This design comes from an exercise in tuning for small area on the open sky130 flow, not from production work.
Where RTL was checked, it was by simulation tests only, not by an equivalence proof against the original.

==> lagoon: inputs <==
==> flow/design.v <==
module upa_fd (
    input  wire        clk,
    input  wire        rst,             
    input  wire        rx_valid,
    input  wire [7:0]  rx_data,
    output reg         tx_valid,
    output reg  [7:0]  tx_data,
    output reg         busy,
    input  wire [15:0] enc,
    output reg         enc_reset,
    input  wire        btn_refresh,
    input  wire [7:0]  btn_in,
    input  wire        disp_stall,
    output reg         lcd_write_valid,
    output wire [7:0]  lcd_write_char,
    output reg         lcd_cursor_valid,
    output wire [2:0]  lcd_cursor_row,
    output wire [4:0]  lcd_cursor_col,
    output reg         lcd_clear_valid,
    output reg         led_valid,
    output wire [7:0]  led_mask,
    output reg         beep_valid,
    output wire [7:0]  beep_duration,
    output wire [15:0] beep_freq
);
    localparam [7:0]  INIT_BYTE  = 8'hFE;
    localparam [7:0]  POLL_BYTE  = 8'hFF;
    localparam [7:0]  WRITE8     = 8'h68;       
    localparam [7:0]  BEEP_DEFAULT_DURATION = 8'd100;
    localparam [15:0] BEEP_DEFAULT_FREQ     = 16'd2000;
    reg  [4:0]  toread;      
    reg         cur_f;       
    reg  [4:0]  head;
    reg  [4:0]  tail;
    reg  [7:0]  btn;
    reg         dvalid;
    reg  [64:0] dreg;        
    reg  [2:0]  cidx;        
    reg  [64:0] slot [0:31];
    wire [4:0] size     = head - tail;
    wire       is_empty = (head == tail);
    wire       is_full  = ((head + 5'd1) == tail);
    wire [2:0] b_op  = rx_data[7:5];
    wire [4:0] b_len = rx_data[4:0];
    wire       awaiting   = (toread == 5'd0);
    wire       cmd        = rx_valid && awaiting;
    wire       cmd_frame  = cmd && (b_op >= 3'd2) && (b_op <= 3'd6);
    wire       cmd_status = cmd && (b_op == 3'd1);
    wire       cmd_init   = cmd && (rx_data == INIT_BYTE);
    wire       cmd_poll   = cmd && (rx_data == POLL_BYTE);
    wire       data_byte  = rx_valid && !awaiting;
    wire       last_byte  = data_byte && (toread == 5'd1);
    wire complete = (cmd_frame && b_len == 5'd0) || cmd_init || last_byte;
    wire push = complete && !is_full;
    wire we_hi    = cmd_frame || cmd_init || (last_byte && cur_f);
    wire we_lo    = data_byte && !(last_byte && cur_f);
    wire f_in     = cmd ? (rx_data == WRITE8) : cur_f;
    wire [7:0] rx_n = ~rx_data;
    genvar s;
    generate
        for (s = 0; s < 32; s = s + 1) begin : g_slot
            wire sel = (head == s);
            always @(posedge clk) begin
                if (sel && we_hi)
                    slot[s][64:56] <= {!f_in, rx_n};
            end
            always @(posedge clk) begin
                if (sel && we_lo)
                    slot[s][55:0] <= {slot[s][47:0], rx_n};
            end
        end
    endgenerate
    wire [31:0] tsel_n = ~(32'd1 << tail);
    wire [64:0] rd;
    genvar c;
    generate
        for (c = 0; c < 65; c = c + 1) begin : g_rd
            wire [31:0] col;
            for (s = 0; s < 32; s = s + 1) begin : g_b
                assign col[s] = slot[s][c];
            end
            upa_fd_rcol u_col (.d(col), .ns(tsel_n), .q(rd[c]));
        end
    endgenerate
    wire       d_f   = dreg[64];
    wire [2:0] d_op  = dreg[63:61];
    wire [4:0] d_len = dreg[60:56];
    wire do_pop    = !disp_stall && !dvalid && !is_empty;
    wire do_exec   = !disp_stall && dvalid;
    wire init_exec = do_exec && !d_f && (d_op == 3'd7);
    wire write_ok  = d_f || (d_op == 3'd3 && d_len[4:3] == 2'b00 && d_len[2:0] != 3'd0);
    wire last_char = (cidx == {2'b00, !d_f});
    wire more_chars = write_ok && !last_char;
    always @(posedge clk) begin
        if (rst || init_exec) begin
            toread <= 5'd0;
            head   <= 5'd0;
            busy   <= 1'b0;
        end else if (rx_valid) begin
            if (awaiting) begin
                if (cmd_frame)
                    toread <= b_len;
                if (cmd_poll && is_empty)
                    busy <= 1'b0;
            end else begin
                toread <= toread - 5'd1;
            end
            if (push) begin
                head <= head + 5'd1;
                if (size >= 5'd21)
                    busy <= 1'b1;
            end
        end
    end
    always @(posedge clk) begin
        if (cmd)
            cur_f <= (rx_data == WRITE8);
    end
    always @(posedge clk) begin
        if (rst) begin
            tx_valid  <= 1'b0;
            enc_reset <= 1'b1;
        end else begin
            tx_valid  <= cmd_status && (b_len[4:2] == 3'd0) && (b_len[1:0] != 2'b11);
            enc_reset <= init_exec || (cmd_status && b_len == 5'd1);
        end
    end
    always @(posedge clk)
        tx_data <= b_len[0] ? enc[7:0] : (b_len[1] ? {3'b000, size} : btn);
    always @(posedge clk) begin
        if (rst || init_exec)
            btn <= 8'd0;
        else if (btn_refresh)
            btn <= btn_in;
    end
    always @(posedge clk) begin
        if (rst || init_exec) begin
            tail   <= 5'd0;
            dvalid <= 1'b0;
        end else if (do_pop) begin
            tail   <= tail + 5'd1;
            dvalid <= 1'b1;
        end else if (do_exec) begin
            if (!more_chars)
                dvalid <= 1'b0;
        end
    end
    always @(posedge clk) begin
        if (do_pop) begin
            dreg <= rd;
            cidx <= rd[64] ? 3'd7 : rd[58:56];
        end else if (do_exec) begin
            cidx <= cidx - 3'd1;
        end
    end
    always @(posedge clk) begin
        if (rst) begin
            lcd_write_valid  <= 1'b0;
            lcd_cursor_valid <= 1'b0;
            lcd_clear_valid  <= 1'b0;
            led_valid        <= 1'b0;
            beep_valid       <= 1'b0;
        end else begin
            lcd_write_valid  <= do_exec && write_ok;
            lcd_cursor_valid <= do_exec && !d_f && d_op == 3'd2 && d_len == 5'd1;
            lcd_clear_valid  <= do_exec && !d_f && d_op == 3'd4;
            led_valid        <= do_exec && !d_f && d_op == 3'd5 && d_len == 5'd1;
            beep_valid       <= do_exec && !d_f && d_op == 3'd6;
        end
    end
    wire beep_def = (d_len != 5'd3);
    assign lcd_write_char = dreg[8*cidx +: 8];
    assign lcd_cursor_row = dreg[7:5];
    assign lcd_cursor_col = dreg[4:0];
    assign led_mask       = dreg[7:0];
    assign beep_duration  = beep_def ? BEEP_DEFAULT_DURATION : dreg[23:16];
    assign beep_freq      = beep_def ? BEEP_DEFAULT_FREQ : dreg[15:0];
endmodule
module upa_fd_rcol (
    input  wire [31:0] d,
    input  wire [31:0] ns,
    output wire        q
);
    wire [15:0] y;
    genvar i;
    generate
        for (i = 0; i < 16; i = i + 1) begin : g_p
            upa_fd_oai22 u_p (.a1(d[2*i]), .a2(ns[2*i]), .b1(d[2*i+1]), .b2(ns[2*i+1]), .y(y[i]));
        end
    endgenerate
    assign q = |y;
endmodule
module upa_fd_oai22 (
    input  wire a1,
    input  wire a2,
    input  wire b1,
    input  wire b2,
    output wire y
);
    assign y = ~((a1 | a2) & (b1 | b2));
endmodule
==> flow/flow/run.sh <==
#!/bin/bash
# Standard layout, with the port buffers made as the smallest buffer cell
# instead of the one buffer_ports picks by itself.
set -euo pipefail
export BUFFER_PORTS_ARGS="-buffer_cell sky130_fd_sc_hd__buf_1"
bash standard.sh > orfs_flow.log 2>&1
==> flow/standard.sh <==
#!/bin/bash
# synth_recipe.tcl (not shown) runs the flow's synth.tcl, then flattens the netlist and writes it again
# the make line also repeats each setting of config.mk as NAME=value (left out here)
make -C /OpenROAD-flow-scripts/flow DESIGN_CONFIG=/design/flow/config.mk WORK_HOME=/design/flow/orfs CLKGATE_MAP_FILE= SYNTH_SCRIPT=/design/flow/synth_recipe.tcl "${@:-finish}"
==> flow/config.mk <==
export PLATFORM = sky130hd
export DESIGN_NAME = upa_fd
export DESIGN_NICKNAME = upa_fd
export VERILOG_FILES = /design/flow/design.v
export SDC_FILE = /design/flow/constraint.sdc
export NUM_CORES = 4
export LEC_CHECK = 0
export CAP_MARGIN = 20
export CORE_MARGIN = 2
export CORE_UTILIZATION = 75
export CTS_BUF_LIST = sky130_fd_sc_hd__clkbuf_16
export CTS_CLUSTER_DIAMETER = 100
export CTS_CLUSTER_SIZE = 30
export PLACE_DENSITY = 0.85
export SLEW_MARGIN = 20
export SYNTH_HIERARCHICAL = 1
==> flow/constraint.sdc <==
create_clock -name core_clock -period 10.0 [get_ports {clk}]
set_input_delay 2.0000 -clock core_clock [delete_from_list [all_inputs] [get_ports {clk}]]
set_output_delay 2.0000 -clock core_clock [all_outputs]
set_load 0.01 [all_outputs]
==> inputs of umber, as changes to lagoon <==
==> flow/flow/run.sh (replaced) <==
#!/bin/bash
# Standard layout, with the port buffers made as the smallest buffer cell
# instead of the one buffer_ports picks by itself, and with the resizer's
# power recovery (downsizing of gates off the critical paths) after global
# routing.
set -euo pipefail
export BUFFER_PORTS_ARGS="-buffer_cell sky130_fd_sc_hd__buf_1"
export RECOVER_POWER=100
bash standard.sh > orfs_flow.log 2>&1
- CORE_UTILIZATION: 75 -> 55
- PLACE_DENSITY: 0.85 -> 0.65
==> inputs of sierra, as changes to lagoon <==
--- a/flow/design.v
+++ b/flow/design.v
@@ -56,5 +56,4 @@
     wire we_lo    = data_byte && !(last_byte && cur_f);
     wire f_in     = cmd ? (rx_data == WRITE8) : cur_f;
-    wire [7:0] rx_n = ~rx_data;
     genvar s;
     generate
@@ -63,9 +62,9 @@
             always @(posedge clk) begin
                 if (sel && we_hi)
-                    slot[s][64:56] <= {!f_in, rx_n};
+                    slot[s][64:56] <= {f_in, rx_data};
             end
             always @(posedge clk) begin
                 if (sel && we_lo)
-                    slot[s][55:0] <= {slot[s][47:0], rx_n};
+                    slot[s][55:0] <= {slot[s][47:0], rx_data};
             end
         end
@@ -189,5 +188,5 @@
         end
     endgenerate
-    assign q = |y;
+    assign q = ~|y;
 endmodule
 module upa_fd_oai22 (
==> flow/run.sh (new file) <==
#!/bin/bash
# synth_recipe.tcl (not shown) runs the flow's synth.tcl, then flattens the netlist and writes it again
# the make line also repeats each setting of config.mk as NAME=value (left out here)
make -C /OpenROAD-flow-scripts/flow DESIGN_CONFIG=/design/flow/config.mk WORK_HOME=/design/flow/orfs CLKGATE_MAP_FILE= SYNTH_SCRIPT=/design/flow/synth_recipe.tcl finish
- CORE_UTILIZATION: 75 -> 55
- CTS_BUF_LIST: sky130_fd_sc_hd__clkbuf_16 -> sky130_fd_sc_hd__clkbuf_8
- CTS_CLUSTER_DIAMETER: 100 -> default
- CTS_CLUSTER_SIZE: 30 -> default
- PLACE_DENSITY: 0.85 -> 0.65
removed: flow/flow/run.sh
removed: flow/standard.sh
==> flow_summary.json <==
{
  "grt_first_pass_wirelength_um": 273000,
  "critPathCaptureType": "output port",
  "critPathTopFamily": "simple AND/OR/NAND/NOR gates",
  "buffer_area_frac": 0.0118,
  "avgSynthCellArea_um2": 19.2,
  "worst_pin_slew_ps": 1380,
  "highest_layer": "met5",
  "p_int_w": 0.0123,
  "clock_buffers": 85,
  "syn_area_mm2": 0.0768,
  "die_area_mm2": 0.105,
  "status": "complete, no violations",
  "drive_gt1_frac": 0.0643
}
The numbers above come from lagoon.

==> flow_summary.json <==
{
  "buffer_area_frac": 0.00995,
  "violatedChecks": "capacitance limit, slew limit",
  "worst_pin_slew_ps": 4770,
  "cap_violations": 46,
  "timing.final.max_slew_violations": 2576,
  "avgSynthCellArea_um2": 19.2,
  "status": "failed layout checks",
  "clock_buffers": 87,
  "critPathCaptureType": "flip-flop",
  "syn_area_mm2": 0.0768
}
The numbers above come from umber.

==> flow_summary.json <==
{
  "worst_pin_slew_ps": 1270,
  "drive_gt1_frac": 0.125,
  "clock_buffers": 362,
  "grt_first_pass_wirelength_um": 261000,
  "buffer_area_frac": 0.0171,
  "p_int_w": 0.0144,
  "highest_layer": "met4",
  "die_area_mm2": 0.143,
  "avgSynthCellArea_um2": 19.2,
  "status": "complete, no violations"
}
The numbers above come from sierra.

Function not checked in sierra: the RTL went through the layout flow alone.

==> run M: inputs <==
// upa_fd: RTL as listed in full above, without the edits since
export LEC_CHECK = 0
export CAP_MARGIN = 20
export CORE_MARGIN = 2
export CORE_UTILIZATION = 55
export CTS_BUF_LIST = sky130_fd_sc_hd__clkbuf_16
export CTS_CLUSTER_DIAMETER = 100
export CTS_CLUSTER_SIZE = 30
export PLACE_DENSITY = 0.65
export SLEW_MARGIN = 20
export SYNTH_HIERARCHICAL = 1
create_clock -name core_clock -period 10.0 [get_ports {clk}]
standard.sh (not shown) runs the stock make flow with config.mk's settings and CLKGATE_MAP_FILE= SYNTH_SCRIPT=/design/flow/synth_recipe.tcl, a recipe that flattens the netlist after the stock synthesis.
==> flow/flow/run.sh <==
#!/bin/bash
# Standard layout, with the port buffers made as the smallest buffer cell
# instead of the one buffer_ports picks by itself.
set -euo pipefail
export BUFFER_PORTS_ARGS="-buffer_cell sky130_fd_sc_hd__buf_1"
bash standard.sh > orfs_flow.log 2>&1
==> run E: changes against run M <==
--- a/flow/design.v
+++ b/flow/design.v
@@ -56,5 +56,4 @@
     wire we_lo    = data_byte && !(last_byte && cur_f);
     wire f_in     = cmd ? (rx_data == WRITE8) : cur_f;
-    wire [7:0] rx_n = ~rx_data;
     genvar s;
     generate
@@ -63,9 +62,9 @@
             always @(posedge clk) begin
                 if (sel && we_hi)
-                    slot[s][64:56] <= {!f_in, rx_n};
+                    slot[s][64:56] <= {f_in, rx_data};
             end
             always @(posedge clk) begin
                 if (sel && we_lo)
-                    slot[s][55:0] <= {slot[s][47:0], rx_n};
+                    slot[s][55:0] <= {slot[s][47:0], rx_data};
             end
         end
@@ -189,5 +188,5 @@
         end
     endgenerate
-    assign q = |y;
+    assign q = ~|y;
 endmodule
 module upa_fd_oai22 (
==> flow/run.sh (new file) <==
#!/bin/bash
# synth_recipe.tcl (not shown) runs the flow's synth.tcl, then flattens the netlist and writes it again
# the make line also repeats each setting of config.mk as NAME=value (left out here)
make -C /OpenROAD-flow-scripts/flow DESIGN_CONFIG=/design/flow/config.mk WORK_HOME=/design/flow/orfs CLKGATE_MAP_FILE= SYNTH_SCRIPT=/design/flow/synth_recipe.tcl finish
--- a/flow/config.mk
+++ b/flow/config.mk
@@ -9,7 +9,6 @@
 export CORE_MARGIN = 2
 export CORE_UTILIZATION = 55
-export CTS_BUF_LIST = sky130_fd_sc_hd__clkbuf_16
-export CTS_CLUSTER_DIAMETER = 100
-export CTS_CLUSTER_SIZE = 30
+export CTS_BUF_LIST = sky130_fd_sc_hd__clkbuf_4
+export CTS_CLUSTER_SIZE = 20
 export PLACE_DENSITY = 0.65
 export SLEW_MARGIN = 20
removed: flow/flow/run.sh
removed: flow/standard.sh
==> metrics.md <==
| Metric | Value |
|---|---|
| Hold path start | `slot[14][16]` |
| Largest net degree at the start of global routing | `79` |
| Area of the mapped netlist | `0.0769 sq mm` |
| Status | `finished clean` |
| Core Util, Final | `62.9%` |
[end of results for run E]
==> metrics.md <==
| Metric | Value |
|---|---|
| Status | `finished clean` |
| Largest net degree at the start of global routing | `69` |
| Core Util, Final | `between 50 and 60%` |
| Initial Util | `55.2%` |
| Hold path start | `slot[2][4]` |
| Area of the mapped netlist | `0.0768 sq mm` |
[end of results for run M]
Only the layout flow was run in run E; the RTL was not checked for function there.

static timing again, ports no longer ideal:
The results above use ideal ports. As a check the final layouts listed here were re-extracted and re-timed, cells and wires unchanged.
Step 1 sets driving cells, clkbuf_16 on the clock port and buf_2 on the other inputs (assumed; they add their load-dependent delay and slew).
Step 2 moves the port delays by t, midway between the first and last clock arrival at a register: inputs arrive t later, outputs are due t later. That takes back most of the time a late clock gives input paths.
Slacks: no drivers / after step 1 / after step 2; pairs: no drivers / after step 1.
run | t, ns | setup WS [ns] | clock arrival spread, ns | worst slew at a driven data input, ns
lagoon | 0.768 | 5.217 / 5.144 / 4.865 | 0.021 / 0.022 | 0.04
umber | 0.786 | 2.902 / 2.902 / 2.370 | 0.039 / 0.039 | 0.04
sierra | 1.053 | 3.868 / 3.790 / 4.463 | 0.084 / 0.084 | 0.04
run M | 0.780 | 5.087 / 5.010 / 4.763 | 0.037 / 0.037 | 0.04
run E | 1.327 | 3.536 / 3.461 / 4.452 | 0.098 / 0.097 | 0.04
For umber, which loses most, drivers alone change the setup slack by 0.000 ns; drivers and shift together by -0.532 ns.
